Source: an optimization exercise on an open RTL-to-GDS flow (aim: small area, a short achievable clock period and few clock cycles). Production flows keep margins and buffers that such runs may drop.
The RTL was checked by simulation tests, not by an equivalence proof against the original design.
Power and IR drop assume default switching activity.

==> flow/design.v <==
module ssb_seqgen (
    input  wire        clk,
    input  wire        rst,           
    input  wire        start,
    input  wire [1:0]  op,
    input  wire [11:0] len,           
    input  wire [30:0] cinit,         
    input  wire [8:0]  nid1,          
    input  wire [1:0]  nid2,          
    input  wire [9:0]  ncell,         
    input  wire [5:0]  issb,          
    input  wire [6:0]  lmax,          
    input  wire        nhf,           
    output wire        ready,
    output wire        out_valid,
    output wire [31:0] out_data,
    input  wire        out_ready
);
    localparam [1:0] OP_PRSG = 2'd0, OP_PSS = 2'd1, OP_SSS = 2'd2, OP_DMRS = 2'd3;
    localparam [126:0] XS1 = 127'h7f54cee9637b5b2470be57344f143040;
    localparam [30:0] X1_S0    = 31'h00000001;
    localparam [30:0] X1_S32   = 31'h48000000;
    localparam [30:0] X1_SWA   = 31'h48000000;
    localparam [30:0] X1_SEND  = 31'h48800000;
    localparam [30:0] X1_S1600 = 31'h5e485840;
    localparam [15:0] P_QPSK = 16'h2D41;   
    localparam [15:0] M_QPSK = 16'hD2BF;   
    reg         st_free;                  
    reg         st_start;                 
    reg         st_spend;                 
    reg         st_warm;                  
    reg         st_wa;                    
    reg         st_fb;                    
    reg         st_emit;                  
    reg         st_clr;                   
    reg         geq;                      
    reg         xq;                       
    reg  [1:0]  gop;
    reg  [30:0] x1, x2;
    reg  [11:0] rem;                      
    reg         seq_act, sss;
    reg  [6:0]  a0;                       
    reg  [6:0]  idx1;                     
    reg  [6:0]  scnt;
    reg         ovalid;
    reg  [31:0] odata;
    assign ready     = st_free;
    assign out_valid = ovalid;
    assign out_data  = odata;
    wire        op_prsg = (gop == OP_PRSG);
    wire        op_dmrs = (gop == OP_DMRS);
    wire        op_seq  = gop[0] ^ gop[1];
    function [10:0] ks_add(input [10:0] a, input [10:0] b);
        reg [10:0] g, p;
        integer i, d;
        begin
            g = a & b;
            p = a ^ b;
            for (d = 1; d < 11; d = d * 2)
                for (i = 10; i >= d; i = i - 1) begin
                    g[i] = g[i] | (p[i] & g[i-d]);
                    p[i] = p[i] & p[i-d];
                end
            ks_add = a ^ b ^ {g[9:0], 1'b0};
        end
    endfunction
    wire p1_t0 = x1[1] ^ x1[4];
    wire p1_t1 = x1[2] ^ x1[5];
    wire x1_s0 = p1_t0;
    wire x1_s1 = p1_t1;
    wire x1_s2 = x1[3] ^ x1[6];
    wire x1_s3 = x1[4] ^ x1[7];
    wire x1_s4 = x1[5] ^ x1[8];
    wire x1_s5 = x1[6] ^ x1[9];
    wire x1_s6 = x1[7] ^ x1[10];
    wire x1_s7 = x1[8] ^ x1[11];
    wire x1_s8 = x1[9] ^ x1[12];
    wire x1_s9 = x1[10] ^ x1[13];
    wire x1_s10 = x1[11] ^ x1[14];
    wire x1_s11 = x1[12] ^ x1[15];
    wire x1_s12 = x1[13] ^ x1[16];
    wire x1_s13 = x1[14] ^ x1[17];
    wire x1_s14 = x1[15] ^ x1[18];
    wire x1_s15 = x1[16] ^ x1[19];
    wire x1_s16 = x1[17] ^ x1[20];
    wire x1_s17 = x1[18] ^ x1[21];
    wire x1_s18 = x1[19] ^ x1[22];
    wire x1_s19 = x1[20] ^ x1[23];
    wire x1_s20 = x1[21] ^ x1[24];
    wire x1_s21 = x1[22] ^ x1[25];
    wire x1_s22 = x1[23] ^ x1[26];
    wire x1_s23 = x1[24] ^ x1[27];
    wire x1_s24 = x1[25] ^ x1[28];
    wire x1_s25 = x1[26] ^ x1[29];
    wire x1_s26 = x1[27] ^ x1[30];
    wire x1_s27 = x1[0] ^ x1[3] ^ x1[28];
    wire x1_s28 = x1[29] ^ p1_t0;
    wire x1_s29 = x1[30] ^ p1_t1;
    wire x1_s30 = x1[0] ^ x1[6];
    wire p2_t0 = x2[2] ^ x2[3];
    wire p2_t1 = x2[4] ^ x2[5];
    wire p2_t2 = x2[6] ^ x2[7];
    wire p2_t3 = x2[1] ^ p2_t0;
    wire p2_t4 = x2[8] ^ x2[9];
    wire p2_t5 = x2[10] ^ x2[11];
    wire p2_t6 = x2[12] ^ x2[13];
    wire p2_t7 = x2[14] ^ x2[15];
    wire p2_t8 = x2[16] ^ x2[17];
    wire p2_t9 = x2[4] ^ p2_t3;
    wire p2_t10 = p2_t0 ^ p2_t1;
    wire p2_t11 = x2[3] ^ x2[6];
    wire p2_t12 = p2_t1 ^ p2_t11;
    wire p2_t13 = p2_t1 ^ p2_t2;
    wire p2_t14 = x2[5] ^ x2[8];
    wire p2_t15 = p2_t2 ^ p2_t14;
    wire p2_t16 = x2[18] ^ p2_t8;
    wire p2_t17 = x2[19] ^ x2[20];
    wire p2_t18 = x2[21] ^ x2[22];
    wire p2_t19 = x2[23] ^ x2[24];
    wire p2_t20 = x2[25] ^ x2[26];
    wire p2_t21 = x2[27] ^ x2[28];
    wire p2_t22 = x2[29] ^ x2[30];
    wire p2_t23 = x2[0] ^ p2_t3;
    wire p2_t24 = p2_t2 ^ p2_t4;
    wire p2_t25 = x2[7] ^ x2[10];
    wire p2_t26 = p2_t4 ^ p2_t25;
    wire p2_t27 = p2_t4 ^ p2_t5;
    wire p2_t28 = x2[9] ^ x2[12];
    wire p2_t29 = p2_t5 ^ p2_t28;
    wire p2_t30 = p2_t5 ^ p2_t6;
    wire p2_t31 = x2[11] ^ x2[14];
    wire p2_t32 = p2_t6 ^ p2_t31;
    wire p2_t33 = p2_t6 ^ p2_t7;
    wire p2_t34 = x2[13] ^ x2[16];
    wire p2_t35 = p2_t7 ^ p2_t34;
    wire p2_t36 = p2_t7 ^ p2_t8;
    wire p2_t37 = x2[15] ^ p2_t16;
    wire p2_t38 = x2[18] ^ p2_t17;
    wire p2_t39 = x2[0] ^ x2[4];
    wire x2_s0 = p2_t9;
    wire x2_s1 = p2_t10;
    wire x2_s2 = p2_t12;
    wire x2_s3 = p2_t13;
    wire x2_s4 = p2_t15;
    wire x2_s5 = p2_t24;
    wire x2_s6 = p2_t26;
    wire x2_s7 = p2_t27;
    wire x2_s8 = p2_t29;
    wire x2_s9 = p2_t30;
    wire x2_s10 = p2_t32;
    wire x2_s11 = p2_t33;
    wire x2_s12 = p2_t35;
    wire x2_s13 = p2_t36;
    wire x2_s14 = p2_t37;
    wire x2_s15 = x2[19] ^ p2_t16;
    wire x2_s16 = x2[17] ^ p2_t38;
    wire x2_s17 = x2[21] ^ p2_t38;
    wire x2_s18 = p2_t17 ^ p2_t18;
    wire x2_s19 = x2[20] ^ x2[23] ^ p2_t18;
    wire x2_s20 = p2_t18 ^ p2_t19;
    wire x2_s21 = x2[22] ^ x2[25] ^ p2_t19;
    wire x2_s22 = p2_t19 ^ p2_t20;
    wire x2_s23 = x2[24] ^ x2[27] ^ p2_t20;
    wire x2_s24 = p2_t20 ^ p2_t21;
    wire x2_s25 = x2[26] ^ x2[29] ^ p2_t21;
    wire x2_s26 = p2_t21 ^ p2_t22;
    wire x2_s27 = x2[28] ^ p2_t22 ^ p2_t23;
    wire x2_s28 = p2_t22 ^ p2_t39;
    wire x2_s29 = x2[0] ^ x2[5] ^ x2[30] ^ p2_t0;
    wire x2_s30 = x2[2] ^ x2[6] ^ p2_t39;
    wire x2_j0 = x2[6] ^ x2[16];
    wire x2_j1 = x2[7] ^ x2[17];
    wire x2_j2 = x2[8] ^ x2[18];
    wire x2_j3 = x2[9] ^ x2[19];
    wire x2_j4 = x2[10] ^ x2[20];
    wire x2_j5 = x2[11] ^ x2[21];
    wire x2_j6 = x2[12] ^ x2[22];
    wire x2_j7 = x2[13] ^ x2[23];
    wire x2_j8 = x2[14] ^ x2[24];
    wire x2_j9 = x2[15] ^ x2[25];
    wire x2_j10 = x2[16] ^ x2[26];
    wire x2_j11 = x2[17] ^ x2[27];
    wire x2_j12 = x2[18] ^ x2[28];
    wire x2_j13 = x2[19] ^ x2[29];
    wire x2_j14 = x2[20] ^ x2[30];
    wire x2_j15 = x2[21] ^ p2_t23;
    wire x2_j16 = x2[22] ^ p2_t9;
    wire x2_j17 = x2[23] ^ p2_t10;
    wire x2_j18 = x2[24] ^ p2_t12;
    wire x2_j19 = x2[25] ^ p2_t13;
    wire x2_j20 = x2[26] ^ p2_t15;
    wire x2_j21 = x2[27] ^ p2_t24;
    wire x2_j22 = x2[28] ^ p2_t26;
    wire x2_j23 = x2[29] ^ p2_t27;
    wire x2_j24 = x2[30] ^ p2_t29;
    wire x2_j25 = p2_t23 ^ p2_t30;
    wire x2_j26 = p2_t9 ^ p2_t32;
    wire x2_j27 = p2_t10 ^ p2_t33;
    wire x2_j28 = p2_t12 ^ p2_t35;
    wire x2_j29 = p2_t13 ^ p2_t36;
    wire x2_j30 = p2_t15 ^ p2_t37;
    wire [30:0] x1_step = {x1_s30, x1_s29, x1_s28, x1_s27, x1_s26, x1_s25, x1_s24, x1_s23, x1_s22, x1_s21, x1_s20, x1_s19, x1_s18, x1_s17, x1_s16, x1_s15, x1_s14, x1_s13, x1_s12, x1_s11, x1_s10, x1_s9, x1_s8, x1_s7, x1_s6, x1_s5, x1_s4, x1_s3, x1_s2, x1_s1, x1_s0};
    wire [30:0] x2_step = {x2_s30, x2_s29, x2_s28, x2_s27, x2_s26, x2_s25, x2_s24, x2_s23, x2_s22, x2_s21, x2_s20, x2_s19, x2_s18, x2_s17, x2_s16, x2_s15, x2_s14, x2_s13, x2_s12, x2_s11, x2_s10, x2_s9, x2_s8, x2_s7, x2_s6, x2_s5, x2_s4, x2_s3, x2_s2, x2_s1, x2_s0};
    wire [30:0] x2_jump = {x2_j30, x2_j29, x2_j28, x2_j27, x2_j26, x2_j25, x2_j24, x2_j23, x2_j22, x2_j21, x2_j20, x2_j19, x2_j18, x2_j17, x2_j16, x2_j15, x2_j14, x2_j13, x2_j12, x2_j11, x2_j10, x2_j9, x2_j8, x2_j7, x2_j6, x2_j5, x2_j4, x2_j3, x2_j2, x2_j1, x2_j0};
    wire [31:0] cur = {x1[3] ^ x1[0] ^ x2[3] ^ x2[2] ^ x2[1] ^ x2[0], x1 ^ x2};
    wire        dmrs  = gop[0];
    wire        short = (rem[11:5] == 7'd0);
    wire [31:0] prsg_word = cur;
    wire [3:0]  psel = 4'd0 - rem[4:1];
    reg  [15:0] cur_i, cur_q;
    integer p;
    always @* begin
        for (p = 0; p < 16; p = p + 1) begin
            cur_i[p] = cur[2*p];
            cur_q[p] = cur[2*p+1];
        end
    end
    wire        qi = cur_i[psel];
    wire        qq = cur_q[psel];
    wire [31:0] dmrs_word = {qq ? M_QPSK : P_QPSK, qi ? M_QPSK : P_QPSK};
    wire [31:0] gold_word = dmrs ? dmrs_word : prsg_word;
    wire        g_last    = dmrs ? (rem == 12'd2) : (short || rem == 12'd32);
    wire        g_adv     = !dmrs || (rem[4:0] == 5'd2);
    wire [9:0]  f_ncell = x1[20:11];
    wire [2:0]  f_issb  = x1[23:21];
    wire        f_nhf   = x1[24];
    wire        f_l4    = x1[25];
    wire [2:0]  ip      = f_l4 ? {f_nhf, f_issb[1:0]} : f_issb;
    wire [3:0]  ip1     = {1'b0, ip} + 4'd1;
    reg  [7:0]  q1;                       
    integer qb;
    always @* begin
        for (qb = 0; qb < 8; qb = qb + 1)
            q1[qb] = f_ncell[2+qb] ^ (&(f_ncell[9:2] | ~((8'd1 << qb) - 8'd1)));
    end
    wire [10:0] pp0     = ip1[0] ? {3'd0, q1} : 11'd0;
    wire [10:0] pp1     = ip1[1] ? {2'd0, q1, 1'b0} : 11'd0;
    wire [10:0] pp2     = (ip1[2] ? {1'b0, q1, 2'd0} : 11'd0) | (ip1[3] ? {q1, 3'd0} : 11'd0);
    wire [10:0] csa_s   = pp0 ^ pp1 ^ pp2;
    wire [9:0]  csa_c   = (pp0[9:0] & pp1[9:0]) | (pp0[9:0] & pp2[9:0]) | (pp1[9:0] & pp2[9:0]);
    wire [30:0] dmrs_a  = {csa_c, csa_s, ip1, 4'd0, f_ncell[1:0]};
    wire [10:0] b_prod  = ks_add(x2[20:10], {x2[30:21], 1'b0});
    wire [30:0] dmrs_b  = {9'd0, b_prod, 1'b0, x2[9:6], 4'd0, x2[1:0]};
    wire [8:0]  f_nid1 = x1[8:0];
    wire [1:0]  f_nid2 = x1[10:9];
    wire [1:0]  grp    = (f_nid1 >= 9'd224) ? 2'd2 : (f_nid1 >= 9'd112) ? 2'd1 : 2'd0;
    wire [8:0]  nid1m  = f_nid1 - 9'd112 * grp;
    reg  [6:0]  a0_init;
    always @* begin
        if (gop == OP_PSS) begin
            case (f_nid2)
                2'd0:    a0_init = 7'b0000001;
                2'd1:    a0_init = 7'b0001101;
                default: a0_init = 7'b1010100;
            endcase
        end else begin
            case ({grp, f_nid2})
                4'b0000: a0_init = 7'b1000000;
                4'b0001: a0_init = 7'b0010010;
                4'b0010: a0_init = 7'b0101100;
                4'b0100: a0_init = 7'b1111001;
                4'b0101: a0_init = 7'b0111011;
                4'b0110: a0_init = 7'b1100001;
                4'b1000: a0_init = 7'b1111111;
                4'b1001: a0_init = 7'b1100011;
                default: a0_init = 7'b0110111;
            endcase
        end
    end
    wire        slot      = !ovalid || out_ready;
    wire        seq_last  = (scnt == 7'd126);
    wire        seq_emit  = seq_act && slot;
    wire        seq_free  = !seq_act || (seq_emit && seq_last);
    wire        gold_emit = geq && slot;
    wire        gold_done = gold_emit && g_last;
    wire        clr_go    = gold_done && !dmrs && short;     
    wire        clr_done  = st_clr && scnt[4:0] == 5'd31;
    wire        seq_load  = (st_start || st_spend) && op_seq && seq_free;
    wire        warm_end  = st_warm && !st_wa && x1 == X1_SEND;
    wire        seq_neg  = a0[0] ^ (sss & XS1[idx1]);
    wire [31:0] seq_word = {16'd0, seq_neg, 15'h4000};
    always @(posedge clk) begin
        if (rst) begin
            seq_act <= 1'b0;
        end else if (seq_load) begin
            seq_act <= 1'b1;
            sss     <= (gop == OP_SSS);
            a0      <= a0_init;
            idx1    <= nid1m[6:0];
            scnt    <= 7'd0;
        end else if (seq_emit) begin
            if (seq_last)
                seq_act <= 1'b0;
            a0   <= {a0[4] ^ a0[0], a0[6:1]};
            idx1 <= (idx1 == 7'd126) ? 7'd0 : idx1 + 7'd1;
            scnt <= scnt + 7'd1;
        end else if (clr_go) begin
            scnt <= 7'd0;
        end else if (st_clr) begin
            scnt <= scnt + 7'd1;
        end
    end
    wire        prsg_empty = (rem == 12'd0);
    always @(posedge clk) begin
        if (rst) begin
            st_free  <= 1'b1;
            st_start <= 1'b0;
            st_spend <= 1'b0;
            st_warm  <= 1'b0;
            st_wa    <= 1'b0;
            st_fb    <= 1'b0;
            st_emit  <= 1'b0;
            st_clr   <= 1'b0;
        end else begin
            st_free  <= (st_free && !start) || (st_start && op_prsg && prsg_empty) ||
                        ((st_start || st_spend) && op_seq && seq_free) ||
                        (gold_done && !clr_go) || clr_done;
            st_start <= st_free && start;
            st_spend <= (st_start || st_spend) && op_seq && !seq_free;
            st_fb    <= st_start && op_dmrs;
            st_warm  <= st_fb || (st_start && op_prsg && !prsg_empty) ||
                        (st_warm && !warm_end);
            st_wa    <= st_fb || (st_start && op_prsg && !prsg_empty) ||
                        (st_wa && x1 != X1_SWA);
            st_emit  <= st_emit_n;
            st_clr   <= clr_go || (st_clr && !clr_done);
        end
    end
    wire        st_emit_n = warm_end || (st_emit && !gold_done);
    wire        seq_act_n = seq_load || (seq_act && !(seq_emit && seq_last));
    wire        geq_n     = st_emit_n && !seq_act_n;
    wire        xq_n      = geq_n && (!gop[0] || (gold_emit ? rem[4:0] == 5'd4 : rem[4:0] == 5'd2));
    always @(posedge clk) begin
        geq <= !rst && geq_n;
        xq  <= !rst && xq_n;
    end
    wire        g_step = st_warm || (xq && slot);
    always @(posedge clk) begin
        if (st_free) begin
            x1  <= {5'd0, lmax == 7'd4, nhf, issb[2:0], ncell, nid2, nid1};
            x2  <= cinit;
            rem <= len;
            gop <= op;
        end else if (st_start) begin
            if (op_dmrs) begin
                x1  <= X1_S0;
                x2  <= dmrs_a;
                rem <= 12'd288;
            end else if (op_prsg) begin
                x1  <= X1_S32;
                x2  <= x2_jump;
            end
        end else if (st_fb) begin
            x2 <= dmrs_b;
        end else if (g_step) begin
            x1 <= warm_end ? X1_S1600 : x1_step;
            x2 <= st_wa ? x2_jump : x2_step;
        end
        if (gold_emit)
            rem <= rem - (dmrs ? 12'd2 : 12'd32);
    end
    always @(posedge clk) begin
        if (rst)
            ovalid <= 1'b0;
        else
            ovalid <= seq_emit || (gold_emit && !clr_go) || clr_done || (ovalid && !out_ready);
        if (seq_emit || gold_emit)
            odata <= seq_act ? seq_word : gold_word;
        else if (st_clr)
            odata <= {odata[0] & (scnt[4:0] < rem[4:0]), odata[31:1]};
    end
endmodule
==> flow/flow/run.sh <==
#!/bin/bash
# The standard layout (the standard.sh, unchanged synthesis), with
# repair_timing asked for extra setup margin so that the layout is
# optimised for a shorter achieved period, and ports buffered with a
# small buffer cell. Each step's output is logged.
bash standard.sh synth > synth.log 2>&1
bash standard.sh SETUP_SLACK_MARGIN=6.8 "BUFFER_PORTS_ARGS=-buffer_cell sky130_fd_sc_hd__buf_2" finish > finish.log 2>&1
==> flow/standard.sh <==
#!/bin/bash
# synth_recipe.tcl (not shown) runs the flow's synth.tcl, then flattens the netlist and writes it again
# the make line also repeats each setting of config.mk as NAME=value (left out here)
make -C /OpenROAD-flow-scripts/flow DESIGN_CONFIG=/design/flow/config.mk WORK_HOME=/design/flow/orfs CLKGATE_MAP_FILE= SYNTH_SCRIPT=/design/flow/synth_recipe.tcl "${@:-finish}"
==> flow/config.mk <==
export PLATFORM = sky130hd
export DESIGN_NAME = ssb_seqgen
export DESIGN_NICKNAME = ssb_seqgen
export VERILOG_FILES = /design/flow/design.v
export SDC_FILE = /design/flow/constraint.sdc
export NUM_CORES = 4
export LEC_CHECK = 0
export CAP_MARGIN = 20
export CORE_MARGIN = 2
export CORE_UTILIZATION = 40
export CTS_BUF_LIST = sky130_fd_sc_hd__clkbuf_8
export SLEW_MARGIN = 20
==> flow/constraint.sdc <==
create_clock -name core_clock -period 10.0 [get_ports {clk}]
set_input_delay 2.0000 -clock core_clock [delete_from_list [all_inputs] [get_ports {clk}]]
set_output_delay 2.0000 -clock core_clock [all_outputs]
set_load 0.01 [all_outputs]
==> impl_metrics.toml, run 1 <==
[route]
ant_nets = 0
drtPass1Iterations = 7
via_per_inst = 5.70
drc = 0
vias = 8671
drt_wl_total_mm = 32.5
drt_iter0_drc = 908
wl_per_cell_um = 21.3

[pwr]
peakVddDrop_uv = 103
pwr_density_cell_nw_per_um2 = 223
power_leakage_uw = 0.00459

[placed_design]
dp_slack_ps = 5850
numPlacedInstances = 1482
hpwlAfterDp_mm = 23.6
dpl_cell_area_um2 = 11300
place.gp.congestion = 0.988
numPortBuffers = 114

[timing]
final_hold_viol_count = 0
tightest_slew_ps = 913
fmax_mhz = 313
period_needed_ps = 3200
maxSlewHeadroom = 0.391
drv_slew = 0
finalSetupViolCount = 0
finalSetupTns_ps = 0
finalClockSkew_ps = 17.7
rsz0062_at_grt = "yes"
finalCritPeriodShare = 0.320
setup_ws_ps = 6800

[grt]
grt_pass1_wl_mm = 47.9
antenna_found_initial = 0
grt_max_degree = 45
track_usage = 0.235
grt_pass1_vias = 8226
grt_overflow = 0

[layout]
multi_input_comb_area_um2 = 6000
final_util = 0.455
nFillCells = 2558
seqCellArea_um2 = 4100
final_area_um2 = 11800
syn_to_final_growth_pct = 12.6
num_antenna_cells = 0
final_layout_size_suffix_gt1_frac = 0.171
stdcell_count = 1521
nets = 1304

[synth]
ys_ff_latch = 142
synth_cell_types = 69
synth_cells = 1105
synth_seq_area_share = 0.392
ys_warn_count = 1
synth.net_count = 1236
async_flop_share = 0
synth-edff-count = 125
syn_area_um2 = 10400
syn_avg_cell_area_um2 = 9.44
synth-main-ff-cell = "edfxtp_1"

[floorplan]
dieArea_um2 = 27400
rows = 59
io_pins = 118
core_um2 = 25800
die_x_um = 166
die_h_um = 166
start_util = 0.404

[clocking]
path_clk_slew_ps = 90
cts_htree_levels = 4
cts_tree = "yes"
cts.sinks = 142
cts_buffer_depth = 2
cts-root-buf = "clkbuf_8"
numCtsBuffers = 17
clock_latency_ps = 480

[critical_path]
r2r_slack_ps = 7020
endpoint_kind = "output port"
reg2regPathDepth = 8
crit_chain = "buf_2"
r2r-start = "x1[14]"
required_ps = 8000
path_buf_inv = 1
slowest_delay_ps = 540
critPathTopFamily = "flip-flops"
worstPathMaxFanout = 14
critical-path-slowest-cell = "dfxtp_4"
critPathKind = "reg -> out"
reg2reg_to = "x2[28]"
arrival_ps = 1200
startpoint_type = "flop"

[hold_path]
hold_path_class = "reg -> reg"
worstHoldPathCells = 2
min_from = "st_emit"
hold_end = "st_emit"

[status]
status = "timing/DRC/antenna clean"

[job]
cap_violations = 0
==> Yosys cell counts (all sizes together) (11+ instances only) <==
cell type  number  area, um^2
clkbuf         74         278
nand2         127         484
inv            41         154
o22ai          11        68.8
nor3           11        55.1
dfxtp          17         340
nor2           84         323
xor2           85         763
ha             39         488
a211oi         17         128
nor2b          15        93.8
a22o           18         158
nand2b         14        87.6
edfxtp        125        3750
a21oi          43         219
xnor2          99         867
nand3          25         125
o21ai          95         475
mux4           11         248
==> flip-flops by register name (all words and copies together) (netlist names) <==
register and count:
a0 7, geq 1, gop 2, idx1 7
odata 32, ovalid 1, rem 12, scnt 7
seq_act 1, sss 1, st_clr 1, st_emit 1
st_fb 1, st_free 1, st_spend 1, st_start 1
st_wa 1, st_warm 1, x1 31, x2 31
xq 1
==> metal layers <==
metal | global-route usage | up-vias | routed length [um]
met5 | 0 | - | 0
met4 | 0.0725 | 0 | 877
met2 | 0.373 | 351 | 14800
met3 | 0.0485 | 52 | 2460
met1 | 0.323 | 4182 | 14300
li1 | - | 4086 | -
==> cells in the final DEF, fill, tap and decap left out, drive strengths merged, types with 11 or more instances in the layout <==
master,instances
buf,129
nand2,127
edfxtp,125
xnor2,99
o21ai,95
xor2,85
nor2,84
inv,49
a21oi,43
ha,39
nand3,25
a22o,18
a211oi,17
clkbuf,17
dfxtp,17
nor2b,15
nand2b,14
o22ai,11
mux4,11
nor3,11
==> per-stage QoR <==
step / total power [uW] / hold WS [ps]
6_report: 2620 / 498
5_1_grt: 2760 / 540
4_1_cts: 2580 / 491
3_5_place_dp: 2120 / 478
3_3_place_gp: 2120 / 471
2_1_floorplan: 1760 / 437
==> cell type report <==
class / count / area share
Timing Repair Buffer: 129 / 0.0602
Multi-Input combinational cell: 840 / 0.510
Clock buffer: 17 / 0.0199
Clock inverter: 15 / 0.0116
Inverter: 43 / 0.0137
Sequential cell: 142 / 0.349
Tap cell: 335 / 0.0357
==> report_power, final <==
part	total, uW	switching [uW]	internal [uW]
clock	460	259	200
sequential	924	179	745
combinational	1240	702	535
==> repair_timing <==
| item | in CTS | in global routing |
|---|---|---|
| hold buffers | 0 | 0 |
| gates resized for setup | 5 | 5 |
| cloned | 0 | 1 |
| buffers inserted | 1 | 5 |
| endpoints found under the setup margin | 49 | 69 |
==> cells by family (layout without fill, tap and decap cells) <==
group / after synthesis / count (layout) / synth area share
flops: 142 / 142 / 0.392
simple gates: 317 / 317 / 0.138
mux: 22 / 22 / 0.0347
xor+xnor: 186 / 186 / 0.161
buf+inv: 124 / 204 / 0.0448
fa+ha+maj: 47 / 47 / 0.0621
compound gates: 267 / 268 / 0.167
==> worst max-delay path by stage <==
stage	start	end	slack, ps	cells after the start
floorplan	out_ready	idx1[6]	6720	8
global placement	out_ready	scnt[3]	5890	7
detailed placement	out_ready	scnt[5]	5850	7
CTS	st_free	ready	6600	1
global route	out_ready	x1[30]	6750	7
finish	st_free	ready	6800	1
Testbench counts, summed over its fixed seeds: cycles 16,268.
==> run 2: changes to the inputs <==
==> flow/flow/run.sh (replaced) <==
#!/bin/bash
# The standard layout (the standard.sh, unchanged synthesis), with
# repair_timing asked for extra setup margin so that the layout is
# optimised for a shorter achieved period, and ports buffered with a
# small buffer cell. Each step's output is logged.
bash standard.sh synth > synth.log 2>&1
bash standard.sh SETUP_SLACK_MARGIN=7.0 "BUFFER_PORTS_ARGS=-buffer_cell sky130_fd_sc_hd__buf_2" finish > finish.log 2>&1
==> impl_metrics.toml, run 2 <==
[pwr]
p_seq_frac = 0.344
p_int_uw = 1560
clock_power_share = 0.188
switchingPower_uw = 1130
pwr_density_cell_nw_per_um2 = 220
peakVddDrop_uv = 107
power_leakage_uw = 0.00481
switching_share = 0.420
comb_power_share = 0.468
power_uw = 2690

[critical_path]
path_buf_inv = 1
reg2regPathDepth = 8
arrival_ps = 1050
required_ps = 8000
critical-path-slowest-cell = "edfxtp_1"
worstPathMaxFanout = 2
startpoint_type = "flop"
critPathTopFamily = "flip-flops"
r2r_slack_ps = 7080
endpoint_kind = "output port"
slowest_delay_ps = 430
worst-path-stages = 1
critPathKind = "reg -> out"
crit_chain = "buf_2"

[clocking]
cts_hold_buffers = 0
cts_buffer_depth = 2
clock_latency_ps = 460
path_clk_slew_ps = 80
numCtsBuffers = 17
cts_htree_levels = 4
cts-root-buf = "clkbuf_8"
cts_tree = "yes"
cts.sinks = 142

[hold_path]
hold_path_class = "reg -> reg"
worstHoldPathCells = 2

[synth]
syn_area_um2 = 10400
yosys.area.top_type = "edfxtp_1"
synth-main-ff-cell = "edfxtp_1"
synth_cells = 1105
synth-edff-count = 125
async_flop_share = 0
ys_warn_count = 1
syn_avg_cell_area_um2 = 9.44
synth_cell_types = 69
synth_most_common_cell = "nand2_1"
synth_seq_area_share = 0.392
synth_common_cells = "nand2_1 (126), edfxtp_1 (125), xnor2_1 (99), xor2_1 (84), nor2_1 (83)"
ys_ff_latch = 142
synth_area_leaders = "edfxtp_1 (36%), xnor2_1 (8.3%), xor2_1 (7.1%), ha_1 (4.7%), nand2_1 (4.5%)"
synth.net_count = 1236
synth_top_area_frac = 0.360

[timing]
fmax_mhz = 328
maxSlewHeadroom = 0.317
finalSetupViolCount = 0
period_needed_ps = 3050
rsz0062_at_grt = "yes"
tightest_slew_ps = 1020
drv_slew = 0
finalClockSkew_ps = 12.2
finalCritPeriodShare = 0.305
final_hold_viol_count = 0
finalSetupTns_ps = 0
hold_ws_ps = 511

[floorplan]
die_h_um = 166
core_um2 = 25800
die_x_um = 166
start_util = 0.404
io_pins = 118
rows = 59
dieArea_um2 = 27400

[layout]
layout_commonest_cell = "edfxtp_1"
reg.largest.list = "odata x32, x1 x31, x2 x31"
top_register = "odata"
syn_to_final_growth_pct = 17.1
nets = 1343
seqCellArea_um2 = 4100
final_layout_size_suffix_gt1_frac = 0.203
final_cell_mix = "edfxtp_1 (125), nand2_1 (122), buf_2 (112)"
multi_input_comb_area_um2 = 6110
nFillCells = 2482
largest_reg_flops = 32
num_antenna_cells = 0

[status]
status = "timing/DRC/antenna clean"

[route]
drt_wl_total_mm = 33.1
ant_nets = 0
vias = 8940
drt_iter0_drc = 1100
drc = 0
via_per_inst = 5.73
drtPass1Iterations = 7
wl_per_cell_um = 21.2

[placed_design]
numPortBuffers = 114
hpwlAfterDp_mm = 23.9
place.gp.congestion = 0.965

[grt]
antenna_found_initial = 0
grt_max_degree = 60
grt_pass1_wl_mm = 49.3
track_usage = 0.242
grt_overflow = 0
grt_pass1_vias = 8362

[job]
cap_violations = 0
[run 2: area by class of cell]
cell class	count	share of cell area
inverter	43	0.0137
tap	335	0.0343
clock inverter	11	0.0117
clock buffer	20	0.0225
multi-input combinational	842	0.500
sequential	142	0.336
timing repair buffer	166	0.0817
[run 2: routing by layer]
layer  track usage  vias up  wire (um)
met2         0.386      380      15200
met1         0.339     4335      14800
met4        0.0799        0        911
met3        0.0317       60       2170
met5             0        -          0
li1              -     4165          -
[run 2: worst min-delay path: stages (launching register included)]
cell and delay (ps):
dfxtp_1 350, nand2_1 60, a21oi_1 60
[run 2: kinds of logic after synthesis]
group	Yosys count	share of synthesized area
adders and majority gates	47	0.0621
buffers and inverters	124	0.0448
AOI/OAI and AO/OA	267	0.167
DFF	142	0.392
and+or+nand+nor	317	0.138
muxes	22	0.0347
xor gates and xnor gates	186	0.161
[run 2: path summary, 6_finish.rpt]
kind / start / to
min: st_warm / st_warm
max reg2reg: x1[14] / x2[28]
max: odata[18] / out_data[18]
min reg2reg: st_warm / st_warm
[run 2: what timing repair did]
item                                    in CTS  in global routing
endpoints found under the setup margin     122                143
hold endpoints to repair                     0                  0
cloned                                       2                  1
setup buffers                               29                 15
gates resized for setup                     14                 13
pin swaps                                    2                  2
[run 2: power groups by stage]
stage	Combinational [uW]	Sequential (uW)	Clock, uW
after floorplan	943	820	0
after global placement	1180	937	0
after detailed placement	1190	938	0
after CTS	1220	916	511
after global routing	1360	928	531
final	1260	924	506
[run 2: through the flow]
stage | instance area, um^2 | util | instances | worst slack, ps
2_1_floorplan | 10600 | - | 1105 | 6720
3_3_place_gp | 11300 | 0.436 | 1481 | 5900
3_5_place_dp | 11300 | 0.436 | 1481 | 5870
4_1_cts | 12000 | 0.465 | 1543 | 6930
5_1_grt | 12200 | 0.473 | 1559 | 6920
6_report | 12200 | 0.473 | 1559 | 6950
==> run 3: changes to the inputs <==
==> flow/flow/run.sh (replaced) <==
#!/bin/bash
# The standard layout (the standard.sh, unchanged synthesis), with
# repair_timing asked for extra setup margin so that the layout is
# optimised for a shorter achieved period. Every port gets a buffer, as in
# the standard flow: the outputs a buf_2 (flow/buffer_outputs.tcl, run just
# before the standard buffer_ports), the inputs a buf_1. Each step's output
# is logged. The clock tree uses clkbuf_8, larger sink clusters and no dummy
# loads.
bash standard.sh synth > synth.log 2>&1
bash standard.sh SETUP_SLACK_MARGIN=7.0 "PRE_GLOBAL_PLACE_TCL=$PWD/flow/buffer_outputs.tcl" \
    "BUFFER_PORTS_ARGS=-inputs -buffer_cell sky130_fd_sc_hd__buf_1" \
    "CTS_ARGS=-sink_clustering_enable -repair_clock_nets -buf_list sky130_fd_sc_hd__clkbuf_8 -sink_clustering_size 30 -sink_clustering_max_diameter 100 -dont_use_dummy_load" finish > finish.log 2>&1
==> flow/flow/buffer_outputs.tcl (new file) <==
buffer_ports -outputs -buffer_cell sky130_fd_sc_hd__buf_2
==> impl_metrics.toml, run 3 <==
[critical_path]
startpoint_type = "input pin"
endpoint_kind = "flop"
critPathTopFamily = "simple AND/OR/NAND/NOR gates"
path_buf_inv = 1
worstPathMaxFanout = 7
slowest_delay_ps = 330
reg2regPathDepth = 7
critPathKind = "in -> reg"
critPathMostFrequentCell = "nand2b_4"
critical-path-slowest-cell = "o21ai_4"
r2r_slack_ps = 7120
worst-path-stages = 6
crit_chain = "buf_6 -> nand2b_4 -> nand4_1 -> o21ai_4 -> nand2b_4 -> mux2_4"
arrival_ps = 3240
required_ps = 10220

[timing]
finalCritPeriodShare = 0.302
final_hold_viol_count = 0
rsz0062_at_grt = "yes"
maxSlewHeadroom = 0.360
period_needed_ps = 3020
fmax_mhz = 331
finalSetupViolCount = 0
tightest_slew_ps = 959
finalClockSkew_ps = 44.2
drv_slew = 0
finalSetupTns_ps = 0

[layout]
layout_commonest_cell = "edfxtp_1"
nFillCells = 2571
syn_to_final_growth_pct = 11.9
final_util = 0.452
final_layout_size_suffix_gt1_frac = 0.0935
nets = 1288
largest_reg_flops = 32
top_register = "odata"
final_area_um2 = 11700
reg.largest.list = "odata x32, x1 x31, x2 x31"
final_cell_mix = "edfxtp_1 (125), nand2_1 (121), xnor2_1 (98)"

[pwr]
p_seq_frac = 0.364
comb_power_share = 0.495
pwr_density_cell_nw_per_um2 = 217
switchingPower_uw = 1100
clock_power_share = 0.141
power_leakage_uw = 0.00432
p_int_uw = 1440
peakVddDrop_uv = 118
switching_share = 0.433

[clocking]
cts_hold_buffers = 0
numCtsBuffers = 17
clock_latency_ps = 480
cts_tree = "yes"
path_clk_slew_ps = 80
cts_htree_levels = 4
cts_buffer_depth = 2
cts.sinks = 142
cts-root-buf = "clkbuf_8"

[synth]
synth.net_count = 1236
synth_area_leaders = "edfxtp_1 (36%), xnor2_1 (8.3%), xor2_1 (7.1%), ha_1 (4.7%), nand2_1 (4.5%)"
ys_ff_latch = 142
synth-main-ff-cell = "edfxtp_1"
syn_avg_cell_area_um2 = 9.44
yosys.area.top_type = "edfxtp_1"
synth_common_cells = "nand2_1 (126), edfxtp_1 (125), xnor2_1 (99), xor2_1 (84), nor2_1 (83)"
async_flop_share = 0
synth-edff-count = 125
syn_area_um2 = 10400
synth_cells = 1105
synth_seq_area_share = 0.392
synth_top_area_frac = 0.360
synth_cell_types = 69
ys_warn_count = 1
synth_most_common_cell = "nand2_1"

[route]
highest-signal-layer = "met4"
drt_wl_total_mm = 33.2
m1WireLength_mm = 14.5
vias = 8643
wl_met3_mm = 2.71
via_per_inst = 5.80
ant_nets = 0
wl_met2_mm = 15.3
drt_iter0_drc = 1071
drtPass1Iterations = 7
wl_per_cell_um = 22.3
drc = 0

[floorplan]
rows = 59
start_util = 0.404
die_h_um = 166
dieArea_um2 = 27400
die_x_um = 166
core_um2 = 25800
io_pins = 118

[grt]
antenna_found_initial = 0
grt_pass1_wl_mm = 49.4
grt_max_degree = 35
grt_pass1_vias = 8288
grt_overflow = 0
track_usage = 0.243

[status]
status = "timing/DRC/antenna clean"

[placed_design]
dpl_cell_area_um2 = 11000
numPortBuffers = 114
hpwlAfterDp_mm = 23.7
place.gp.congestion = 0.954

[job]
cap_violations = 0

[hold_path]
worstHoldPathCells = 2
hold_path_class = "reg -> reg"
run 3: cell count changes in the layout (fill, tap and decap cells not counted), sizes merged:
cell      previous run  this run
buf                166       106
bufbuf               0         3
bufinv               3         0
clkbuf              20        17
clkinvlp             4         0
diode                0         1
inv                 45        41
nand2b              16        18
run 3: final timing paths:
kind,startpoint,to
setup / recovery,out_ready,a0[0]
hold / removal,st_emit,st_emit
setup reg to reg,x1[14],x2[27]
hold reg to reg,st_emit,st_emit
run 3: final cells by class:
cell class / count / area [um^2] / share of cell area
diodes: 1 / 2.50 / 0.000214
clock buffers: 17 / 234 / 0.0200
inverters: 43 / 164 / 0.0140
multi-input cells: 844 / 6130 / 0.525
flip-flops and latches: 142 / 4100 / 0.351
well taps: 335 / 419 / 0.0359
repair buffers: 109 / 626 / 0.0536
run 3: timing repair:
item / 4_1_cts / 5_1_grt
pin swaps: 3 / 9
gates resized for setup: 14 / 17
buffers inserted: 8 / 9
gates cloned: 5 / 3
setup endpoints to repair: 93 / 124
run 3: layer usage:
layer	up-vias	global-route usage
met5	-	0
met3	52	0.0552
met4	0	0.0701
li1	4045	-
met1	4205	0.331
met2	341	0.388
run 3: metrics by stage:
step	std cells	power, uW	worst slack (ps)	hold WS, ps
4_1_cts	1478	2500	6970	481
2_1_floorplan	1105	1760	6720	437
3_3_place_gp	1448	2110	5900	464
3_5_place_dp	1448	2120	5880	470
6_report	1491	2540	6980	485
5_1_grt	1490	2660	6940	516
run 3: power groups by stage:
stage                     logic, uW  clock network, uW  registers (uW)
after floorplan                 943                  0             820
after global placement         1180                  0             936
after detailed placement       1180                  0             937
after CTS                      1220                364             919
after global routing           1350                385             928
final                          1250                358             922
run 3: logic make-up (layout without fill, tap and decap cells):
logic type,Yosys count,count (layout),share of synthesized area
adders and majority gates,47,47,0.0621
DFF,142,142,0.392
muxes,22,22,0.0347
AOI/OAI and AO/OA,267,268,0.167
xor gates and xnor gates,186,186,0.161
buffers and inverters,124,169,0.0448
and+or+nand+nor,317,321,0.138
other,0,1,0
run 3: tightest hold or removal path, delay by kind of cell (launching register included):
kind,cells,cell delay (ps)
AND/OR/NAND/NOR,1,50
flip-flops,1,300
AO/OA/AOI/OAI,1,80
==> run 4: changes to the inputs <==
--- a/flow/config.mk
+++ b/flow/config.mk
@@ -7,6 +7,7 @@
 export LEC_CHECK = 0
 export CAP_MARGIN = 20
 export CORE_MARGIN = 2
-export CORE_UTILIZATION = 40
+export CORE_UTILIZATION = 65
 export CTS_BUF_LIST = sky130_fd_sc_hd__clkbuf_8
+export PLACE_DENSITY = 0.8
 export SLEW_MARGIN = 20
==> impl_metrics.toml, run 4 <==
[floorplan]
die_x_um = 131
core_um2 = 15800
dieArea_um2 = 17100
io_pins = 118
die_h_um = 131
start_util = 0.662
rows = 46

[layout]
syn_to_final_growth_pct = 8.35
layout_commonest_cell = "edfxtp_1"
nFillCells = 1211
num_antenna_cells = 0
largest_reg_flops = 32
stdcell_count = 1354
reg.largest.list = "odata x32, x1 x31, x2 x31"
final_cell_mix = "edfxtp_1 (125), nand2_1 (122), xnor2_1 (99)"
final_layout_size_suffix_gt1_frac = 0.0721
final_area_um2 = 11300
top_register = "odata"
nets = 1271

[route]
drc = 0
drt_wl_total_mm = 29.7
drtPass1Iterations = 5
drt_iter0_drc = 1104
vias = 8785
via_per_inst = 6.49
wl_per_cell_um = 21.9
ant_nets = 0

[synth]
ys_warn_count = 1
synth_top_area_frac = 0.360
syn_avg_cell_area_um2 = 9.44
synth_cells = 1105
synth_seq_area_share = 0.392
synth.net_count = 1236
synth-edff-count = 125
synth_cell_types = 69
yosys.area.top_type = "edfxtp_1"
synth_common_cells = "nand2_1 (126), edfxtp_1 (125), xnor2_1 (99), xor2_1 (84), nor2_1 (83)"
syn_area_um2 = 10400
ys_ff_latch = 142
async_flop_share = 0
synth_area_leaders = "edfxtp_1 (36%), xnor2_1 (8.3%), xor2_1 (7.1%), ha_1 (4.7%), nand2_1 (4.5%)"
synth_most_common_cell = "nand2_1"
synth-main-ff-cell = "edfxtp_1"

[hold_path]
min_from = "st_emit"
hold_path_class = "reg -> reg"

[timing]
drv_slew = 0
fmax_mhz = 328
maxSlewHeadroom = 0.381
final_hold_viol_count = 0
finalSetupTns_ps = 0
tightest_slew_ps = 927
finalClockSkew_ps = 21.3
rsz0062_at_grt = "yes"
finalCritPeriodShare = 0.305
finalSetupViolCount = 0
period_needed_ps = 3050
hold_ws_ps = 512

[critical_path]
crit_chain = "buf_1 -> nand2b_4 -> a21oi_4 -> nor3_4 -> buf_12 -> a211o_2"
arrival_ps = 3230
r2r-start = "x1[25]"
critical-path-slowest-cell = "a211o_2"
startpoint_type = "input pin"
critPathKind = "in -> reg"
worstPathMaxFanout = 16
cp-startpoint = "out_ready"
endpoint_kind = "flop"
required_ps = 10180
slowest_delay_ps = 470

[placed_design]
hpwlAfterDp_mm = 21.3
numPortBuffers = 114
numPlacedInstances = 1328
place.gp.congestion = 1.07
dpl_cell_area_um2 = 10800

[pwr]
pwr_density_cell_nw_per_um2 = 220
p_seq_frac = 0.372
clock_power_share = 0.140
switchingPower_uw = 1060
switching_share = 0.426
power_leakage_uw = 0.00418
comb_power_share = 0.488
p_int_uw = 1430
peakVddDrop_uv = 157

[grt]
grt_max_degree = 65
antenna_found_initial = 0
grt_pass1_vias = 8117
track_usage = 0.352
grt_overflow = 0
grt_pass1_wl_mm = 45.0

[clocking]
cts_buffer_depth = 2
cts_htree_levels = 4
path_clk_slew_ps = 70
cts-root-buf = "clkbuf_8"
cts.sinks = 142
cts_hold_buffers = 0
cts_tree = "yes"
numCtsBuffers = 17
clock_latency_ps = 470

[status]
status = "timing/DRC/antenna clean"

[job]
cap_violations = 0
==> run 4: cell counts after synthesis <==
No cell type changed its count.
==> run 4: routing by layer <==
| metal | wire, um | GRT usage | vias up | share of wire |
|---|---|---|---|---|
| met5 | 0 | 0 | - | 0 |
| met4 | 1200 | 0.148 | 0 | 0.041 |
| met3 | 3120 | 0.0749 | 78 | 0.11 |
| met2 | 13900 | 0.554 | 539 | 0.47 |
| met1 | 11500 | 0.477 | 4173 | 0.39 |
| li1 | - | - | 3995 | - |
==> run 4: power groups by stage <==
stage	Combinational, uW	Sequential, uW	Clock (uW)
floorplan	943	820	0
global placement	1140	930	0
detailed placement	1150	932	0
CTS	1170	916	346
global route	1310	928	369
finish	1210	924	347
==> run 4: path summary, 6_finish.rpt <==
check / to / slack (ps) / cells past startpoint
max reg2reg: x2[15] / 7070 / 7
min reg2reg: st_emit / 510 / 2
min: st_emit / 510 / 2
max: x1[1] / 6950 / 6
==> run 4: cells by family after synthesis <==
family                   share of synthesized area
AND/OR/NAND/NOR                              0.138
AO/OA/AOI/OAI                                0.167
XOR/XNOR                                     0.161
flip-flops                                   0.392
buffers and inverters                       0.0448
adder cells (fa/ha/maj)                     0.0621
multiplexers                                0.0347
==> run 4: repair_timing <==
item                                    in CTS  in global routing
buffers inserted                             2                  4
gates cloned                                 2                  1
endpoints found under the setup margin      79                 64
resized for setup                           10                 11
hold endpoints to repair                     0                  0
pin swaps                                    2                  2
==> run 4: critical path: cells and delay by family <==
family | cells | cell delay, ps
compound gates | 2 | 700
simple gates | 2 | 260
buf+inv | 2 | 250
==> run 4: through the flow <==
stage	utilization	setup slack, ps	total power (uW)
final	0.717	6950	2480
after floorplan	-	6720	1760
after global placement	0.688	5970	2070
after detailed placement	0.688	5900	2080
after CTS	0.709	7010	2430
after global routing	0.717	6910	2600
==> run 4: final cells by class <==
cell class | instances | area (um^2) | share of cell area
Inverter | 43 | 164 | 0.0145
Sequential cell | 142 | 4100 | 0.362
Timing Repair Buffer | 94 | 443 | 0.0392
Tap cell | 216 | 270 | 0.0239
Clock buffer | 17 | 234 | 0.0207
Multi-Input combinational cell | 842 | 6100 | 0.539
==> run 5: changes to the inputs <==
--- a/flow/config.mk
+++ b/flow/config.mk
@@ -7,7 +7,7 @@
 export LEC_CHECK = 0
 export CAP_MARGIN = 20
 export CORE_MARGIN = 2
-export CORE_UTILIZATION = 65
+export CORE_UTILIZATION = 55
 export CTS_BUF_LIST = sky130_fd_sc_hd__clkbuf_8
-export PLACE_DENSITY = 0.8
+export PLACE_DENSITY = 0.7
 export SLEW_MARGIN = 20
==> impl_metrics.toml, run 5 <==
[layout]
top_register = "odata"
layout_commonest_cell = "edfxtp_1"
largest_reg_flops = 32
seqCellArea_um2 = 4100
final_cell_mix = "edfxtp_1 (125), nand2_1 (121), xnor2_1 (99)"
num_antenna_cells = 0
syn_to_final_growth_pct = 9.94
nFillCells = 1614
nets = 1278
reg.largest.list = "odata x32, x1 x31, x2 x31"
final_area_um2 = 11500
stdcell_count = 1379
multi_input_comb_area_um2 = 6080
final_layout_size_suffix_gt1_frac = 0.0795

[placed_design]
dpl_cell_area_um2 = 10900
hpwlAfterDp_mm = 22.3
numPortBuffers = 114
numPlacedInstances = 1345
place.gp.congestion = 1.00

[floorplan]
die_x_um = 142
rows = 50
io_pins = 118
dieArea_um2 = 20100
core_um2 = 18600
die_h_um = 142
start_util = 0.560

[critical_path]
startpoint_type = "input pin"
r2r-start = "x1[25]"
endpoint_kind = "flop"
required_ps = 10350
arrival_ps = 3350
worstPathMaxFanout = 9
critPathKind = "in -> reg"
cp-startpoint = "out_ready"

[grt]
grt_max_degree = 42
antenna_found_initial = 0
grt_pass1_vias = 8141
track_usage = 0.313
grt_pass1_wl_mm = 47.3
grt_overflow = 0

[synth]
synth_cell_types = 69
synth-main-ff-cell = "edfxtp_1"
synth_most_common_cell = "nand2_1"
synth_common_cells = "nand2_1 (126), edfxtp_1 (125), xnor2_1 (99), xor2_1 (84), nor2_1 (83)"
synth_seq_area_share = 0.392
yosys.area.top_type = "edfxtp_1"
async_flop_share = 0
ys_warn_count = 1
syn_avg_cell_area_um2 = 9.44
synth.net_count = 1236
synth_cells = 1105
synth_area_leaders = "edfxtp_1 (36%), xnor2_1 (8.3%), xor2_1 (7.1%), ha_1 (4.7%), nand2_1 (4.5%)"
synth_top_area_frac = 0.360
synth-edff-count = 125
ys_ff_latch = 142
syn_area_um2 = 10400

[pwr]
peakVddDrop_uv = 114
power_uw = 2520
comb_power_share = 0.496
p_seq_frac = 0.365
switching_share = 0.429
pwr_density_cell_nw_per_um2 = 220
p_int_uw = 1440
power_leakage_uw = 0.00426
switchingPower_uw = 1080
clock_power_share = 0.139

[timing]
tightest_slew_ps = 962
finalSetupViolCount = 0
finalSetupTns_ps = 0
period_needed_ps = 3000
rsz0062_at_grt = "yes"
fmax_mhz = 333
drv_slew = 0
finalCritPeriodShare = 0.300
maxSlewHeadroom = 0.355
final_hold_viol_count = 0
finalClockSkew_ps = 28.1

[clocking]
cts_tree = "yes"
cts_htree_levels = 4
clock_latency_ps = 470
numCtsBuffers = 17
cts_buffer_depth = 2
cts-root-buf = "clkbuf_8"
cts.sinks = 142
path_clk_slew_ps = 80

[route]
via_per_inst = 6.30
drt_wl_total_mm = 31.6
wl_per_cell_um = 22.9
drtPass1Iterations = 6
drt_iter0_drc = 885
vias = 8693
ant_nets = 0
drc = 0

[status]
status = "timing/DRC/antenna clean"

[hold_path]
min_from = "st_emit"
hold_path_class = "reg -> reg"

[job]
cap_violations = 0
run 5: cell families (layout without fill, tap and decap cells):
family / after synthesis / in the layout / synth area share
and+or+nand+nor: 317 / 318 / 0.138
AOI/OAI and AO/OA: 267 / 268 / 0.167
xor gates and xnor gates: 186 / 186 / 0.161
DFF: 142 / 142 / 0.392
buffers and inverters: 124 / 162 / 0.0448
adders and majority gates: 47 / 47 / 0.0621
muxes: 22 / 22 / 0.0347
run 5: final cells by class:
cell class | instances | area share
repair buffers | 102 | 0.0526
multi-input cells | 841 | 0.530
inverters | 43 | 0.0143
flip-flops and latches | 142 | 0.357
clock buffers | 17 | 0.0204
well taps | 234 | 0.0255
run 5: power groups by stage:
stage | sequential (uW) | combinational, uW | clock [uW]
final | 920 | 1250 | 351
after global routing | 923 | 1350 | 372
after CTS | 915 | 1220 | 354
after detailed placement | 933 | 1180 | 0
after global placement | 932 | 1170 | 0
after floorplan | 820 | 943 | 0
run 5: worst max-delay path, stage by stage:
cell      delay (ps)
buf_1             70
nand2b_4         220
a21oi_2          110
nor3_4           370
nor2b_1          160
and2_1           190
a22o_1           230
run 5: what timing repair did:
item | 4_1_cts | 5_1_grt
buffers inserted | 5 | 6
endpoints found under the setup margin | 89 | 38
hold buffers | 0 | 0
gates resized for setup | 16 | 8
pin swaps | 2 | 0
cloned | 5 | 1
run 5: path summary, 6_finish.rpt:
check	slack (ps)	to	cells after the start
worst max-delay path	7000	x1[30]	7
worst min-delay path	490	st_emit	2
worst max register to register	7160	x2[15]	7
worst min register to register	490	st_emit	2
run 5: routing by layer:
metal / wire, um / track usage / part of all wire / up-vias
li1: - / - / - / 4029
met1: 13300 / 0.425 / 0.42 / 4189
met2: 14700 / 0.489 / 0.46 / 407
met3: 2290 / 0.0577 / 0.073 / 68
met4: 1300 / 0.150 / 0.041 / 0
met5: 0 / 0 / 0 / -
run 5: stage by stage:
stage | setup WS (ps) | utilization | hold slack [ps]
after floorplan | 6720 | - | 437
after global placement | 5920 | 0.583 | 476
after detailed placement | 5850 | 0.583 | 479
after CTS | 7010 | 0.609 | 490
after global routing | 6920 | 0.615 | 528
final | 7000 | 0.615 | 495
==> run 6: changes to the inputs <==
==> flow/flow/run.sh (replaced) <==
#!/bin/bash
# The standard layout (the standard.sh, unchanged synthesis), with
# repair_timing asked for extra setup margin so that the layout is
# optimised for a shorter achieved period. Every port gets a buffer: the
# inputs a buf_1 from the standard buffer_ports (after global placement's
# remove_buffers), the outputs a buf_2 from flow/buffer_outputs.tcl at the
# start of the resize step. The clock tree uses clkbuf_8, sink clusters of
# up to 30 and no dummy loads. Each step's output is logged.
bash standard.sh synth > synth.log 2>&1
bash standard.sh SETUP_SLACK_MARGIN=7.0 \
    "BUFFER_PORTS_ARGS=-inputs -buffer_cell sky130_fd_sc_hd__buf_1" \
    "PRE_RESIZE_TCL=$PWD/flow/buffer_outputs.tcl" \
    "CTS_ARGS=-sink_clustering_enable -repair_clock_nets -buf_list sky130_fd_sc_hd__clkbuf_8 -sink_clustering_size 30 -sink_clustering_max_diameter 100 -dont_use_dummy_load" \
    finish > finish.log 2>&1
==> impl_metrics.toml, run 6 <==
[status]
status = "timing/DRC/antenna clean"

[timing]
drv_slew = 0
setup_ws_ps = 6940
tightest_slew_ps = 908
fmax_mhz = 327
final_hold_viol_count = 0
finalClockSkew_ps = 24.5
rsz0062_at_grt = "yes"
finalCritPeriodShare = 0.306
finalSetupTns_ps = 0
maxSlewHeadroom = 0.394
period_needed_ps = 3060
hold_ws_ps = 482
finalSetupViolCount = 0

[synth]
synth-edff-count = 125
async_flop_share = 0
yosys.area.top_type = "edfxtp_1"
synth_top_area_frac = 0.360
synth_area_leaders = "edfxtp_1 (36%), xnor2_1 (8.3%), xor2_1 (7.1%), ha_1 (4.7%), nand2_1 (4.5%)"
syn_area_um2 = 10400
synth.net_count = 1236
synth_most_common_cell = "nand2_1"
synth_common_cells = "nand2_1 (126), edfxtp_1 (125), xnor2_1 (99), xor2_1 (84), nor2_1 (83)"
synth-main-ff-cell = "edfxtp_1"
synth_cell_types = 69
syn_avg_cell_area_um2 = 9.44
ys_warn_count = 1
synth_seq_area_share = 0.392
synth_cells = 1105
ys_ff_latch = 142

[layout]
top_register = "odata"
nFillCells = 1563
reg.largest.list = "odata x32, x1 x31, x2 x31"
syn_to_final_growth_pct = 15.6
num_antenna_cells = 0
largest_reg_flops = 32
nets = 1362
final_cell_mix = "edfxtp_1 (125), nand2_1 (122), xnor2_1 (99)"
stdcell_count = 1463
final_layout_size_suffix_gt1_frac = 0.143
layout_commonest_cell = "edfxtp_1"

[critical_path]
crit_chain = "buf_2"
worst-path-stages = 1
path_buf_inv = 1
worstPathMaxFanout = 2
critPathKind = "reg -> out"
required_ps = 8000
endpoint_kind = "output port"
critPathTopFamily = "flip-flops"
slowest_delay_ps = 440
reg2regPathDepth = 8
critical-path-slowest-cell = "edfxtp_1"
arrival_ps = 1060
startpoint_type = "flop"

[floorplan]
io_pins = 118
die_x_um = 142
rows = 50
dieArea_um2 = 20100
die_h_um = 142
start_util = 0.560
core_um2 = 18600

[grt]
grt_pass1_wl_mm = 47.8
antenna_found_initial = 0
grt_pass1_vias = 8443
track_usage = 0.316
grt_max_degree = 41
grt_overflow = 0

[clocking]
clock_latency_ps = 460
path_clk_slew_ps = 80
cts.sinks = 142
numCtsBuffers = 17
cts_htree_levels = 4
cts_buffer_depth = 2
cts-root-buf = "clkbuf_8"
cts_tree = "yes"

[hold_path]
worstHoldPathCells = 2
hold_path_class = "reg -> reg"

[route]
drt_iter0_drc = 926
wl_per_cell_um = 21.8
drtPass1Iterations = 7
drt_wl_total_mm = 31.9
vias = 9092
via_per_inst = 6.21
drc = 0
ant_nets = 0

[job]
cap_violations = 0

[pwr]
pwr_density_cell_nw_per_um2 = 210
power_leakage_uw = 0.00466
peakVddDrop_uv = 128

[placed_design]
place.gp.congestion = 1.03
hpwlAfterDp_mm = 21.9
numPortBuffers = 80
numPlacedInstances = 1381
dp_slack_ps = 5930
==> run 6: final cells by class <==
cell class | count | area, um^2 | area share
Multi-Input combinational cell | 844 | 6140 | 0.509
Sequential cell | 142 | 4100 | 0.340
Timing Repair Buffer | 183 | 1130 | 0.0938
Tap cell | 234 | 293 | 0.0243
Clock buffer | 17 | 234 | 0.0194
Inverter | 43 | 164 | 0.0136
==> run 6: through the flow <==
| step | total power [uW] | utilization | instance area [um^2] |
|---|---|---|---|
| after floorplan | 1760 | - | 10600 |
| after global placement | 2080 | 0.583 | 10900 |
| after detailed placement | 2100 | 0.592 | 11000 |
| after CTS | 2470 | 0.624 | 11600 |
| after global routing | 2660 | 0.647 | 12100 |
| final | 2530 | 0.647 | 12100 |
==> run 6: per-layer routing <==
layer | vias to the layer above | GRT usage | part of all wire
li1 | 4190 | - | -
met1 | 4330 | 0.417 | 0.40
met2 | 479 | 0.496 | 0.46
met3 | 93 | 0.0661 | 0.087
met4 | 0 | 0.155 | 0.046
met5 | - | 0 | 0
==> run 6: path summary, 6_finish.rpt <==
kind,from,endpoint,slack [ps]
setup / recovery,odata[19],out_data[19],6940
hold / removal,st_emit,st_emit,480
setup reg to reg,rem[1],odata[31],7180
hold reg to reg,st_emit,st_emit,480
==> run 6: cell families after synthesis <==
family,count (synthesis),share of synthesized area
AND/OR/NAND/NOR,317,0.138
AO/OA/AOI/OAI,267,0.167
XOR/XNOR,186,0.161
flip-flops,142,0.392
buffers and inverters,124,0.0448
adder cells (fa/ha/maj),47,0.0621
multiplexers,22,0.0347
==> run 6: what timing repair did <==
item / CTS / global route
resized for setup: 12 / 22
endpoints found under the setup margin: 114 / 138
setup buffers: 24 / 33
pin swaps: 2 / 8
cloned: 5 / 3
hold buffers: 0 / 0
==> run 6: worst min-delay path, stage by stage, from the launching register on <==
cell,delay (ps)
dfxtp_1,300
nand2_1,50
a21oi_1,80
==> run 6: power breakdown <==
part / internal (uW) / switching (uW)
logic: 556 / 710
registers: 746 / 172
clock network: 150 / 197
==> run 7: changes to the inputs <==
==> flow/flow/run.sh (replaced) <==
#!/bin/bash
# The standard layout (the standard.sh, unchanged synthesis), with
# repair_timing asked for extra setup margin so that the layout is
# optimised for a shorter achieved period. Every port gets a buf_2 from the
# standard buffer_ports. The clock tree uses clkbuf_8, sink clusters of up
# to 30 and no dummy loads. Each step's output is logged.
bash standard.sh synth > synth.log 2>&1
bash standard.sh SETUP_SLACK_MARGIN=7.0 \
    "BUFFER_PORTS_ARGS=-buffer_cell sky130_fd_sc_hd__buf_2" \
    "CTS_ARGS=-sink_clustering_enable -repair_clock_nets -buf_list sky130_fd_sc_hd__clkbuf_8 -sink_clustering_size 30 -sink_clustering_max_diameter 100 -dont_use_dummy_load" \
    finish > finish.log 2>&1
removed: flow/flow/buffer_outputs.tcl
==> impl_metrics.toml, run 7 <==
[route]
highest-signal-layer = "met4"
ant_nets = 0
wl_met3_mm = 2.40
drt_iter0_drc = 969
drc = 0
wl_met2_mm = 14.3
drtPass1Iterations = 7
wl_per_cell_um = 21.4
drt_wl_total_mm = 31.0
m1WireLength_mm = 13.1
vias = 8943
via_per_inst = 6.19

[clocking]
cts_buffer_depth = 2
cts-root-buf = "clkbuf_8"
cts_tree = "yes"
cts_htree_levels = 4
cts.sinks = 142
clock_latency_ps = 480
numCtsBuffers = 17
path_clk_slew_ps = 80

[synth]
synth_top_area_frac = 0.360
ys_warn_count = 1
yosys.area.top_type = "edfxtp_1"
synth-main-ff-cell = "edfxtp_1"
synth_cells = 1105
synth_seq_area_share = 0.392
synth_cell_types = 69
synth-edff-count = 125
synth_most_common_cell = "nand2_1"
synth_area_leaders = "edfxtp_1 (36%), xnor2_1 (8.3%), xor2_1 (7.1%), ha_1 (4.7%), nand2_1 (4.5%)"
ys_ff_latch = 142
synth.net_count = 1236
async_flop_share = 0
syn_avg_cell_area_um2 = 9.44
syn_area_um2 = 10400
synth_common_cells = "nand2_1 (126), edfxtp_1 (125), xnor2_1 (99), xor2_1 (84), nor2_1 (83)"

[pwr]
p_int_uw = 1450
pwr_density_cell_nw_per_um2 = 213
switching_share = 0.428
p_seq_frac = 0.362
comb_power_share = 0.498
power_leakage_uw = 0.00473
power_uw = 2530
clock_power_share = 0.140
switchingPower_uw = 1080
peakVddDrop_uv = 146

[layout]
syn_to_final_growth_pct = 13.9
final_cell_mix = "edfxtp_1 (125), nand2_1 (121), buf_2 (113)"
final_layout_size_suffix_gt1_frac = 0.196
nets = 1344
largest_reg_flops = 32
layout_commonest_cell = "edfxtp_1"
reg.largest.list = "odata x32, x1 x31, x2 x31"
final_area_um2 = 11900
num_antenna_cells = 0
top_register = "odata"
nFillCells = 1594

[floorplan]
io_pins = 118
die_x_um = 142
rows = 50
dieArea_um2 = 20100
core_um2 = 18600
start_util = 0.560
die_h_um = 142

[critical_path]
slowest_delay_ps = 430
r2r_slack_ps = 7120
reg2regPathDepth = 8
startpoint_type = "flop"
reg2reg_to = "odata[19]"
critical-path-slowest-cell = "edfxtp_1"
cp-endpoint = "out_data[20]"
path_buf_inv = 1
critPathTopFamily = "flip-flops"
worstPathMaxFanout = 2
required_ps = 8000
worst-path-stages = 1
critPathKind = "reg -> out"
cp-startpoint = "odata[20]"
r2r-start = "rem[1]"
endpoint_kind = "output port"
crit_chain = "buf_2"
arrival_ps = 1070

[grt]
grt_pass1_vias = 8391
grt_overflow = 0
antenna_found_initial = 0
track_usage = 0.311
grt_max_degree = 81
grt_pass1_wl_mm = 47.2

[timing]
finalClockSkew_ps = 34.2
finalSetupTns_ps = 0
finalSetupViolCount = 0
maxSlewHeadroom = 0.368
rsz0062_at_grt = "yes"
period_needed_ps = 3070
drv_slew = 0
final_hold_viol_count = 0
fmax_mhz = 326
finalCritPeriodShare = 0.307
tightest_slew_ps = 947

[status]
status = "timing/DRC/antenna clean"

[job]
cap_violations = 0

[hold_path]
min_from = "st_emit"
hold_path_class = "reg -> reg"
worstHoldPathCells = 2

[placed_design]
place.gp.congestion = 1.04
hpwlAfterDp_mm = 22.1
numPortBuffers = 114
dpl_cell_area_um2 = 11100
[run 7: cell counts after synthesis]
No cell type changed its count.
[run 7: timing repair]
item                                    4_1_cts  5_1_grt
cloned                                        2        1
gates resized for setup                      12       11
endpoints found under the hold margin         0        0
pin swaps                                     2        8
endpoints found under the setup margin      120       91
buffers inserted                             21       24
hold buffers                                  0        0
[run 7: logic make-up after synthesis]
group | synth area share
compound gates | 0.167
fa+ha+maj | 0.0621
simple gates | 0.138
flops | 0.392
xor+xnor | 0.161
buf+inv | 0.0448
mux | 0.0347
[run 7: cell type report]
cell class | instances | area, um^2 | area share
multi-input combinational | 842 | 6110 | 0.514
clock buffer | 17 | 234 | 0.0197
timing repair buffer | 167 | 987 | 0.0831
sequential | 142 | 4100 | 0.345
inverter | 43 | 164 | 0.0138
tap | 234 | 293 | 0.0246
[run 7: power by group through the flow]
stage                     clock (uW)  sequential (uW)  combinational (uW)
after floorplan                    0              820                 943
after global placement             0              927                1180
after detailed placement           0              928                1180
after CTS                        355              909                1210
after global routing             378              919                1360
final                            354              916                1260
[run 7: stage by stage]
step,std cells,util,hold WS [ps],setup slack (ps)
global route,1445,0.637,514,6890
finish,1445,0.637,489,6930
floorplan,1105,-,437,6720
detailed placement,1380,0.598,475,5870
CTS,1420,0.623,487,6910
global placement,1380,0.598,465,5910
[run 7: worst min-delay path, cell delays in order (launching register included)]
cell and delay, ps:
dfxtp_1 300, nand2_1 40, a21oi_1 80
[run 7: per-layer routing]
layer / up-vias / track usage
li1: 4147 / -
met1: 4295 / 0.421
met2: 429 / 0.489
met3: 72 / 0.0641
met4: 0 / 0.129
met5: - / 0
[run 7: how the worst min path moves through the flow]
stage              end  slack (ps)
2_1_floorplan  st_emit         440
3_3_place_gp   st_emit         470
3_5_place_dp   st_emit         480
4_1_cts        st_emit         490
5_1_grt        st_emit         510
6_report       st_emit         490

[port drivers added, routing unchanged]
No port has a modelled driver above. Below, the same layouts with a new extraction and two added sets of constraints. Step 1 assumes that a clkbuf_16 drives the clock port and a buf_2 every other input. Step 2 times the ports against the registers' clock, not the clock port: input delays grow and output delays shrink by t, the midpoint of the rising clock arrivals with the driver on. a / b / c = no drivers / after step 1 / after step 2; a / b = the first two.
run	shift t [ns]	setup slack, ns	worst register clock-pin slew, ns	pins driven straight from the clock port
run 1	0.514	6.800 / 6.754 / 6.332	0.10 / 0.10	1
run 2	0.497	6.949 / 6.903 / 6.510	0.09 / 0.09	1
run 3	0.504	6.981 / 6.960 / 6.482	0.11 / 0.11	1
run 4	0.503	6.947 / 6.968 / 6.465	0.08 / 0.08	1
run 5	0.495	6.997 / 7.004 / 6.521	0.09 / 0.09	1
run 6	0.494	6.938 / 6.897 / 6.513	0.09 / 0.09	1
run 7	0.502	6.932 / 6.891 / 6.444	0.09 / 0.09	1
After both steps setup and hold are still met in every run listed. The setup slack of run 3, which loses most, moves by -0.021 ns with the drivers and by -0.499 ns with both steps.
